From an optimization exercise on the open Yosys and OpenROAD flow, aimed at small area, a short achievable clock period and few clock cycles per item; shortcuts taken in it are not production practice.
Only simulation tests tie the RTL to the original design; equivalence was not proved.
Power is estimated from default activity; no workload was simulated.

**flow/design.v**
```verilog
module dlink_rx #(
    parameter MAX_PAYLOAD = 4096,
    parameter DEF_W       = 8,
    parameter DEF_H       = 8,
    parameter DEF_FMT     = 0
) (
    input  wire        clk,
    input  wire        rst,
    input  wire        in_valid,
    input  wire [7:0]  in_data,
    output wire        in_ready,
    output reg         fb_we,
    output reg  [15:0] fb_addr,
    output reg  [7:0]  fb_wdata,
    output reg  [7:0]  fb_wmask,
    output reg         err_valid,
    output reg  [2:0]  err_code,
    output reg         ntf_params,
    output reg         ntf_frame,
    output reg         ss_enabled,
    output reg  [15:0] ss_width,
    output reg  [15:0] ss_height,
    output reg  [2:0]  ss_fmt,
    output reg  [1:0]  ss_rot,
    output reg  [7:0]  ss_indev,
    output reg  [15:0] drop_count
);
    localparam [2:0] E_LENGTH = 3'd2, E_WINDOW = 3'd3, E_FORMAT = 3'd4,
                     E_SHORT  = 3'd5, E_INIT   = 3'd6, E_POINT  = 3'd7;
    localparam [2:0] S_SEEK = 3'd0, S_HDR = 3'd1, S_PAY = 3'd2, S_INIT = 3'd3,
                     S_WIN  = 3'd4, S_PT  = 3'd5, S_PTWR = 3'd6;
    localparam [16:0] FB_MAX = 17'd65536;
    function [1:0] bpp;
        input [2:0] f;
        case (f)
            3'd0:    bpp = 2'd2;
            3'd1:    bpp = 2'd3;
            3'd4:    bpp = 2'd1;
            default: bpp = 2'd0;
        endcase
    endfunction
    reg [2:0]  state;
    reg        have_aa;
    reg [7:0]  hb [0:3];           
    reg [2:0]  hcnt;
    reg [7:0]  rp [0:4];           
    reg [2:0]  rcnt;
    reg [7:0]  ptype;
    reg [12:0] plen;
    reg [12:0] pcnt;
    reg [7:0]  arg [0:7];
    reg        exec_last;
    reg        win_ok;
    reg [16:0] stride;
    reg [16:0] win_front;
    reg [16:0] win_end;
    reg [16:0] win_wrap;
    reg [16:0] win_row;
    reg [16:0] cursor;
    reg [16:0] col;
    reg [16:0] pt_addr;
    reg [1:0]  pt_i;
    reg [1:0]  pt_n;
    reg [7:0]  pt_mask;
    reg [31:0] pt_color;
    wire       packed_fmt = (ss_fmt == 3'd2) || (ss_fmt == 3'd3);
    wire [1:0] cur_b      = bpp(ss_fmt);
    wire       take_port = (rcnt == 3'd0) && (state == S_SEEK || state == S_HDR || state == S_PAY);
    wire       take_rp   = (rcnt != 3'd0) && (state == S_SEEK || state == S_HDR);
    assign in_ready = take_port;
    wire       have_byte = take_rp || (take_port && in_valid);
    wire [7:0] b         = take_rp ? rp[0] : in_data;
    wire [31:0] hdr_len = {b, hb[3], hb[2], hb[1]};
    wire [15:0] a_x   = {arg[1], arg[0]};
    wire [15:0] a_y   = {arg[3], arg[2]};
    wire [15:0] a_w   = {arg[5], arg[4]};
    wire [15:0] a_h   = {arg[7], arg[6]};
    wire [31:0] a_col = {arg[7], arg[6], arg[5], arg[4]};
    wire [2:0]  i_fmt    = arg[4][2:0];
    wire        i_packed = (arg[4] == 8'd2) || (arg[4] == 8'd3);
    wire [17:0] i_row    = i_packed ? ({2'b0, a_x} + 18'd7) >> 3 : a_x * bpp(i_fmt);
    wire [33:0] i_cap    = i_row * a_y;
    wire [16:0] w_xe     = a_x + a_w;
    wire [16:0] w_ye     = a_y + a_h;
    wire        w_valid  = (a_w != 16'd0) && (a_h != 16'd0) &&
                           (w_xe <= {1'b0, ss_width}) && (w_ye <= {1'b0, ss_height}) &&
                           (!packed_fmt || (a_x[2:0] == 3'd0 &&
                                            (a_w[2:0] == 3'd0 || w_xe == {1'b0, ss_width})));
    wire [17:0] w_coloff = packed_fmt ? {5'b0, a_x[15:3]} : a_x * cur_b;
    wire [17:0] w_row    = packed_fmt ? ({2'b0, a_w} + 18'd7) >> 3 : a_w * cur_b;
    wire [32:0] w_top    = stride * a_y;
    wire [32:0] w_span   = stride * (a_h - 16'd1);
    wire [16:0] w_front  = w_top[16:0] + w_coloff[16:0];
    wire [16:0] w_end    = w_front + w_span[16:0] + w_row[16:0];
    wire        p_valid  = (a_x < ss_width) && (a_y < ss_height);
    wire [16:0] p_addr   = w_top[16:0] + w_coloff[16:0];
    wire [16:0] c_next   = cursor + 17'd1;
    integer i;
    always @(posedge clk) begin
        fb_we      <= 1'b0;
        err_valid  <= 1'b0;
        ntf_params <= 1'b0;
        ntf_frame  <= 1'b0;
        if (rst) begin
            state      <= S_SEEK;
            have_aa    <= 1'b0;
            hcnt       <= 3'd0;
            rcnt       <= 3'd0;
            ss_enabled <= 1'b0;
            ss_width   <= DEF_W;
            ss_height  <= DEF_H;
            ss_fmt     <= DEF_FMT;
            ss_rot     <= 2'd0;
            ss_indev   <= 8'd0;
            stride     <= DEF_W * bpp(DEF_FMT);
            win_front  <= 17'd0;
            win_end    <= DEF_W * DEF_H * bpp(DEF_FMT);
            win_wrap   <= 17'd0;
            win_row    <= DEF_W * bpp(DEF_FMT);
            cursor     <= 17'd0;
            col        <= 17'd0;
            drop_count <= 16'd0;
            err_code   <= 3'd0;
        end else begin
            if (take_rp) begin
                for (i = 0; i < 4; i = i + 1)
                    rp[i] <= rp[i+1];
                rcnt <= rcnt - 3'd1;
            end
            case (state)
            S_SEEK: if (have_byte) begin
                if (have_aa && b == 8'h55) begin
                    have_aa <= 1'b0;
                    hcnt    <= 3'd0;
                    state   <= S_HDR;
                end else if (b == 8'hAA) begin
                    if (have_aa) drop_count <= drop_count + 16'd1;
                    have_aa <= 1'b1;
                end else begin
                    drop_count <= drop_count + (have_aa ? 16'd2 : 16'd1);
                    have_aa    <= 1'b0;
                end
            end
            S_HDR: if (have_byte) begin
                if (hcnt != 3'd4) begin
                    hb[hcnt[1:0]] <= b;
                    hcnt <= hcnt + 3'd1;
                end else if (hdr_len > MAX_PAYLOAD) begin
                    err_valid <= 1'b1;
                    err_code  <= E_LENGTH;
                    rp[0] <= hb[0];
                    rp[1] <= hb[1];
                    rp[2] <= hb[2];
                    rp[3] <= hb[3];
                    rp[4] <= b;
                    rcnt  <= 3'd5;
                    state <= S_SEEK;
                end else if (hdr_len == 32'd0) begin
                    state <= S_SEEK;
                    if (hb[0] == 8'h01) begin
                        err_valid <= 1'b1;
                        err_code  <= E_SHORT;
                    end else if (ss_enabled && hb[0] == 8'h03) begin
                        ntf_frame <= 1'b1;
                    end else if (ss_enabled && (hb[0] == 8'h02 || hb[0] == 8'h04 || hb[0] == 8'h05)) begin
                        err_valid <= 1'b1;
                        err_code  <= E_SHORT;
                    end
                end else begin
                    ptype  <= hb[0];
                    plen   <= hdr_len[12:0];
                    pcnt   <= 13'd0;
                    win_ok <= 1'b0;
                    state  <= S_PAY;
                end
            end
            S_PAY: if (have_byte) begin
                pcnt <= pcnt + 13'd1;
                if (pcnt < 13'd8)
                    arg[pcnt[2:0]] <= b;
                exec_last <= (pcnt + 13'd1 == plen);
                if (ss_enabled && (ptype == 8'h03 || (ptype == 8'h04 && pcnt >= 13'd8 && win_ok))) begin
                    fb_we    <= 1'b1;
                    fb_addr  <= cursor[15:0];
                    fb_wdata <= b;
                    fb_wmask <= 8'hFF;
                    if (col + 17'd1 == win_row) begin
                        col    <= 17'd0;
                        cursor <= (c_next == win_end) ? win_front : c_next + win_wrap;
                    end else begin
                        col    <= col + 17'd1;
                        cursor <= c_next;
                    end
                end
                if (pcnt + 13'd1 == plen) begin
                    state <= S_SEEK;
                    case (ptype)
                    8'h01: if (plen < 13'd7) begin
                               err_valid <= 1'b1;
                               err_code  <= E_SHORT;
                           end else
                               state <= S_INIT;
                    8'h02: if (ss_enabled) begin
                               if (plen < 13'd8) begin
                                   err_valid <= 1'b1;
                                   err_code  <= E_SHORT;
                               end else
                                   state <= S_WIN;
                           end
                    8'h03: if (ss_enabled) ntf_frame <= 1'b1;
                    8'h04: if (ss_enabled) begin
                               if (plen < 13'd8) begin
                                   err_valid <= 1'b1;
                                   err_code  <= E_SHORT;
                               end else if (pcnt == 13'd7)
                                   state <= S_WIN;
                               else if (win_ok)
                                   ntf_frame <= 1'b1;
                               else begin
                                   err_valid <= 1'b1;
                                   err_code  <= E_WINDOW;
                               end
                           end
                    8'h05: if (ss_enabled) begin
                               if (plen < 13'd8) begin
                                   err_valid <= 1'b1;
                                   err_code  <= E_SHORT;
                               end else
                                   state <= S_PT;
                           end
                    default: ;
                    endcase
                end else if (ptype == 8'h04 && ss_enabled && pcnt == 13'd7) begin
                    state <= S_WIN;
                end
            end
            S_INIT: begin
                state <= S_SEEK;
                if (arg[4] > 8'd4) begin
                    err_valid  <= 1'b1;
                    err_code   <= E_FORMAT;
                    ss_enabled <= 1'b0;
                    ntf_params <= 1'b1;
                end else if (arg[5] > 8'd3 || a_x == 16'd0 || a_y == 16'd0 ||
                             i_cap > {17'd0, FB_MAX}) begin
                    err_valid  <= 1'b1;
                    err_code   <= E_INIT;
                    ss_enabled <= 1'b0;
                    ntf_params <= 1'b1;
                end else begin
                    ss_enabled <= 1'b1;
                    ss_width   <= a_x;
                    ss_height  <= a_y;
                    ss_fmt     <= i_fmt;
                    ss_rot     <= arg[5][1:0];
                    ss_indev   <= arg[6];
                    stride     <= i_row[16:0];
                    win_front  <= 17'd0;
                    win_end    <= i_cap[16:0];
                    win_wrap   <= 17'd0;
                    win_row    <= i_row[16:0];
                    cursor     <= 17'd0;
                    col        <= 17'd0;
                    ntf_params <= 1'b1;
                end
            end
            S_WIN: begin
                state <= exec_last ? S_SEEK : S_PAY;
                if (w_valid) begin
                    win_front <= w_front;
                    win_end   <= w_end;
                    win_wrap  <= stride - w_row[16:0];
                    win_row   <= w_row[16:0];
                    cursor    <= w_front;
                    col       <= 17'd0;
                    win_ok    <= 1'b1;
                    if (exec_last && ptype == 8'h04)
                        ntf_frame <= 1'b1;
                end else begin
                    if (exec_last) begin
                        err_valid <= 1'b1;
                        err_code  <= E_WINDOW;
                    end
                    win_ok    <= 1'b0;
                end
            end
            S_PT: begin
                if (!p_valid) begin
                    err_valid <= 1'b1;
                    err_code  <= E_POINT;
                    state     <= S_SEEK;
                end else begin
                    pt_addr  <= p_addr;
                    pt_i     <= 2'd0;
                    pt_n     <= packed_fmt ? 2'd1 : cur_b;
                    pt_mask  <= packed_fmt ? (8'h80 >> a_x[2:0]) : 8'hFF;
                    pt_color <= packed_fmt ? {32{arg[4][0]}} : a_col;
                    state    <= S_PTWR;
                end
            end
            S_PTWR: begin
                fb_we    <= 1'b1;
                fb_addr  <= pt_addr[15:0] + {14'd0, pt_i};
                fb_wdata <= pt_color[7:0];
                fb_wmask <= pt_mask;
                pt_color <= pt_color >> 8;
                pt_i     <= pt_i + 2'd1;
                if (pt_i + 2'd1 == pt_n) begin
                    ntf_frame <= 1'b1;
                    state     <= S_SEEK;
                end
            end
            default: state <= S_SEEK;
            endcase
        end
    end
endmodule
```
**flow/run.sh**
```bash
#!/bin/bash
# synth_recipe.tcl (not shown) runs the flow's synth.tcl, then flattens the netlist and writes it again
# the make line also repeats each setting of config.mk as NAME=value (left out here)
make -C /OpenROAD-flow-scripts/flow DESIGN_CONFIG=/design/flow/config.mk WORK_HOME=/design/flow/orfs CLKGATE_MAP_FILE= SYNTH_SCRIPT=/design/flow/synth_recipe.tcl finish
```
**flow/config.mk**
```make
export PLATFORM = sky130hd
export DESIGN_NAME = dlink_rx
export DESIGN_NICKNAME = dlink_rx
export VERILOG_FILES = /design/flow/design.v
export SDC_FILE = /design/flow/constraint.sdc
export NUM_CORES = 4
export LEC_CHECK = 0
export CAP_MARGIN = 20
export CORE_MARGIN = 2
export CORE_UTILIZATION = 40
export SLEW_MARGIN = 20
```
**flow/constraint.sdc**
```tcl
create_clock -name core_clock -period 12.0 [get_ports {clk}]
set_input_delay 2.4000 -clock core_clock [delete_from_list [all_inputs] [get_ports {clk}]]
set_output_delay 2.4000 -clock core_clock [all_outputs]
set_load 0.01 [all_outputs]
```
==> run notes <==
## layer usage
layer / vias to the layer above / part of all wire, %
met4: 4 / 3.7
li1: 18110 / -
met5: - / 0.018
met2: 1290 / 45
met1: 19200 / 44
met3: 257 / 7.4
## state kept, by name, indices dropped and copies added (netlist names), 8 cells and up
name        flops
arg            64
rp             40
hb             32
pt_color       32
col            17
cursor         17
stride         17
win_end        17
win_front      17
win_row        17
win_wrap       17
drop_count     16
fb_addr        16
pt_addr        16
ss_height      16
ss_width       16
pcnt           13
plen           13
fb_wdata        8
fb_wmask        8
pt_mask         8
ptype           8
ss_indev        8
## worst max-delay path, delay by kind of cell (launching register included)
kind / cells / cell delay, ns
AO/OA/AOI/OAI: 15 / 3.34
XOR/XNOR: 2 / 0.35
adder cells (fa/ha/maj): 9 / 3.92
buffers and inverters: 5 / 0.48
flip-flops: 1 / 0.46
AND/OR/NAND/NOR: 9 / 2.68
## per-stage QoR
stage	hold slack [ns]	setup slack (ns)	total power [W]	area, sq um	utilization (%)
floorplan	0.4284	0.9523	0.002117	47980	-
global placement	0.4370	0.6601	0.002291	51130	42.79
detailed placement	0.4444	0.5384	0.002304	51140	42.79
CTS	0.4518	0.5393	0.004071	53020	44.37
global route	0.4706	0.05013	0.004169	53110	44.45
finish	0.4508	0.6595	0.004035	53110	44.45
## synth_stat cells, drive strengths merged, types with 45 or more instances
library cell and count:
a211oi 45, a21o 71, a21oi 363, and2 335
clkbuf 243, dfxtp 198, edfxtp 264, fa 463
ha 404, inv 675, mux2i 61, nand2 706
nand3 110, nor2 374, nor2b 54, nor3 111
o21ai 192, xnor2 199, xor2 122
## where the power goes
group,internal [W],total (W),switching [W]
registers,0.00181,0.00184,0.0000313
logic,0.000134,0.000428,0.000294
clock network,0.00104,0.00177,0.000723
total,0.00299,0.00404,0.00105
## placed cells by master, fill, tap and decap left out, types with 9 or more instances in the layout
| cell | instances |
|---|---|
| nand2_1 | 702 |
| inv_1 | 674 |
| fa_1 | 463 |
| ha_1 | 404 |
| nor2_1 | 372 |
| a21oi_1 | 355 |
| and2_1 | 332 |
| edfxtp_1 | 264 |
| xnor2_1 | 196 |
| dfxtp_1 | 196 |
| o21ai_0 | 187 |
| xor2_1 | 122 |
| buf_4 | 122 |
| clkdlybuf4s50_1 | 111 |
| nand3_1 | 110 |
| nor3_1 | 106 |
| a21o_1 | 71 |
| mux2i_1 | 61 |
| clkbuf_16 | 56 |
| nor2b_1 | 53 |
| a211oi_1 | 44 |
| and3_1 | 41 |
| nor4_1 | 41 |
| nand4_1 | 36 |
| nand2b_1 | 34 |
| o21bai_1 | 26 |
| o21a_1 | 26 |
| o211ai_1 | 20 |
| or3_1 | 17 |
| or2_2 | 16 |
| a31oi_1 | 15 |
| nand3b_1 | 13 |
| and4_1 | 11 |
| clkbuf_1 | 11 |
| nor4b_1 | 9 |
| a211o_1 | 9 |
| o22ai_1 | 9 |
## area by class of cell
type / count / area [sq um] / share of cell area, %
Timing Repair Buffer: 237 / 2106 / 3.965
Clock inverter: 30 / 416.7 / 0.7844
Sequential cell: 462 / 11890 / 22.39
Clock buffer: 69 / 1470 / 2.768
Inverter: 676 / 2537 / 4.777
Multi-Input combinational cell: 4067 / 32670 / 61.52
Tap cell: 1612 / 2017 / 3.797
## cell families after synthesis
logic type	after synthesis	share of synthesized area [%]
AND/OR/NAND/NOR	1935	19.31
buffers and inverters	942	7.503
AO/OA/AOI/OAI	872	10.96
adder cells (fa/ha/maj)	867	29.86
flip-flops	462	24.79
XOR/XNOR	328	6.228
multiplexers	65	1.367
## final timing paths
path | to | startpoint | slack [ns] | cells after the start
setup reg to reg | win_wrap[3] | arg[4][0] | 0.66 | 40
setup / recovery | win_wrap[3] | arg[4][0] | 0.66 | 40
hold reg to reg | win_front[8] | win_front[8] | 0.45 | 2
hold / removal | win_front[8] | win_front[8] | 0.45 | 2
==> run notes <==
* Crit share post-route at 94.50%
* Vias in the first global route at 38.78k
* Status: timing/DRC/antenna clean
* Startpoint types: register
* CP Class: reg -> reg
* # diodes at 0
* Placeable Area at 119500 sq um
* Drt wl/cell at 21.49 um
* Gr busiest metal: met2
* Clock Tree Buf Depth at 3
* Final setup viols at 0
* CTS tree: yes
* Top-area cell type share of the netlist area at 19.32%
* Clock latency on the worst-skew pair at 0.66 ns
* Net Count, Synth at 6349
* CTS sink cnt at 462
* Crit path largest cell delay at 0.65 ns
* Tmin final at 11.34 ns
* GRT met3 Usage at 4.066%
* Row cnt at 127
* Initial drt markers at 3173
* Initial Util at 40.15%
* Synthesis Warnings at 2
* Antenna violations before repair at 5
* Post-cts gate resize count at 0
* Gr ovfl total at 0
* Max_cap viols at 0
* # hold bufs at CTS at 0
* Die area at 122700 sq um
* Clock Pin Slew Worst Setup and Hold Paths at 0.06 ns
* Largest vdd supply drop at 0.0001584 V
* Worst Clk Skew at 0.03927 ns
* Via count at 38.86k
* Total wire length at 153.7 mm
* Die Span Y at 350.3 um
* Die width at 350.3 um
* Slew HR at 24.86%
* Detailed Place HPWL at 117.3 mm
* DRT Pass-1 Iters at 6
* Crit path capture type: register
* Area Growth Syn to Fin at 10.71%
* Slew Limit Fails at 0
* Crit path DAT at 11.92 ns
* Ys async rst share at 0%
* Pleak at 22.55 nW
* Fin cells at 7153
* Yosys reg bits at 462
* Post-synth EDFFs at 264
* GRT Total Usage at 25.23%
* TritonCTS Buffers at 53
* Synth area leaders: fa_1, edfxtp_1, ha_1
* Netlist cell types at 77
* Biggest area consumer among synthesized cells: fa_1
* Via density per instance at 5.432
* Drt drc at 0
* Cell area power density at 75.97 nW/um^2
* Met1 Use GR at 34.72%
* Layout cells sized above 1 at 5.107%
* Buffers on Ports at 112
* Cells after Synth at 5471
* Mapped cell area at 47980 sq um
* Syn Area/Cell at 8.769 sq um
* CP dominant cell by count: fa_1
* Crit Path Max Fanout at 58
* First-pass GRT wire length at 236.7 mm
* TNS Setup at 0 ns
* Fillers at 11.83k
* Main flop type after synthesis: edfxtp_1
* Ports at 113
* Least-Margin Pin Slew at 1.120 ns
* Post-CTS Setup Inserts at 0
* Fin nets at 6375
* Met2 Use GR at 40.26%
* H-tree levels at 2
* # placed instances at 7053
* Largest net degree at the start of global routing at 160
* RSZ-0062 raised after global routing: no
* Fmax at 88.18 MHz
* Fin. Hold Viols at 0
* Root buffer selected by CTS: clkbuf_16
* WP data required at 12.58 ns
* Sequential share of the synthesized area at 24.79%
* GPL Wtd Cong at 0.9416
* CP max stage cell: or4_4
* Min-Delay Path Class: reg -> reg
* Antenna Nets Post-Route at 0
Testbench counts, summed over its fixed seeds: cycles 112,749, bytes 112,114.

==> what the ideal ports hide <==
No port has a modelled driver above. Below, the same layout with a new extraction and two added sets of constraints.
Step 1, drivers: a clkbuf_16 drives clk and a buf_2 each remaining input, both assumed.
Step 2 moves the port delays by t, midway between the first and last clock arrival at a register: inputs arrive t later, outputs are due t later. That takes back most of the time a late clock gives input paths.
a / b / c = ideal ports / drivers / drivers and shift; a / b = the first two.
t (ns): 0.712
setup WS [ns]: 0.659 / 0.659 / 0.659
hold slack, ns: 0.451 / 0.451 / 0.451
worst setup path after step 2: register to register
cell pins on the clock port's net: 1
After both steps setup and hold are still met in this run. For this run, drivers alone change the setup slack by 0.000 ns; drivers and shift together by 0.000 ns.
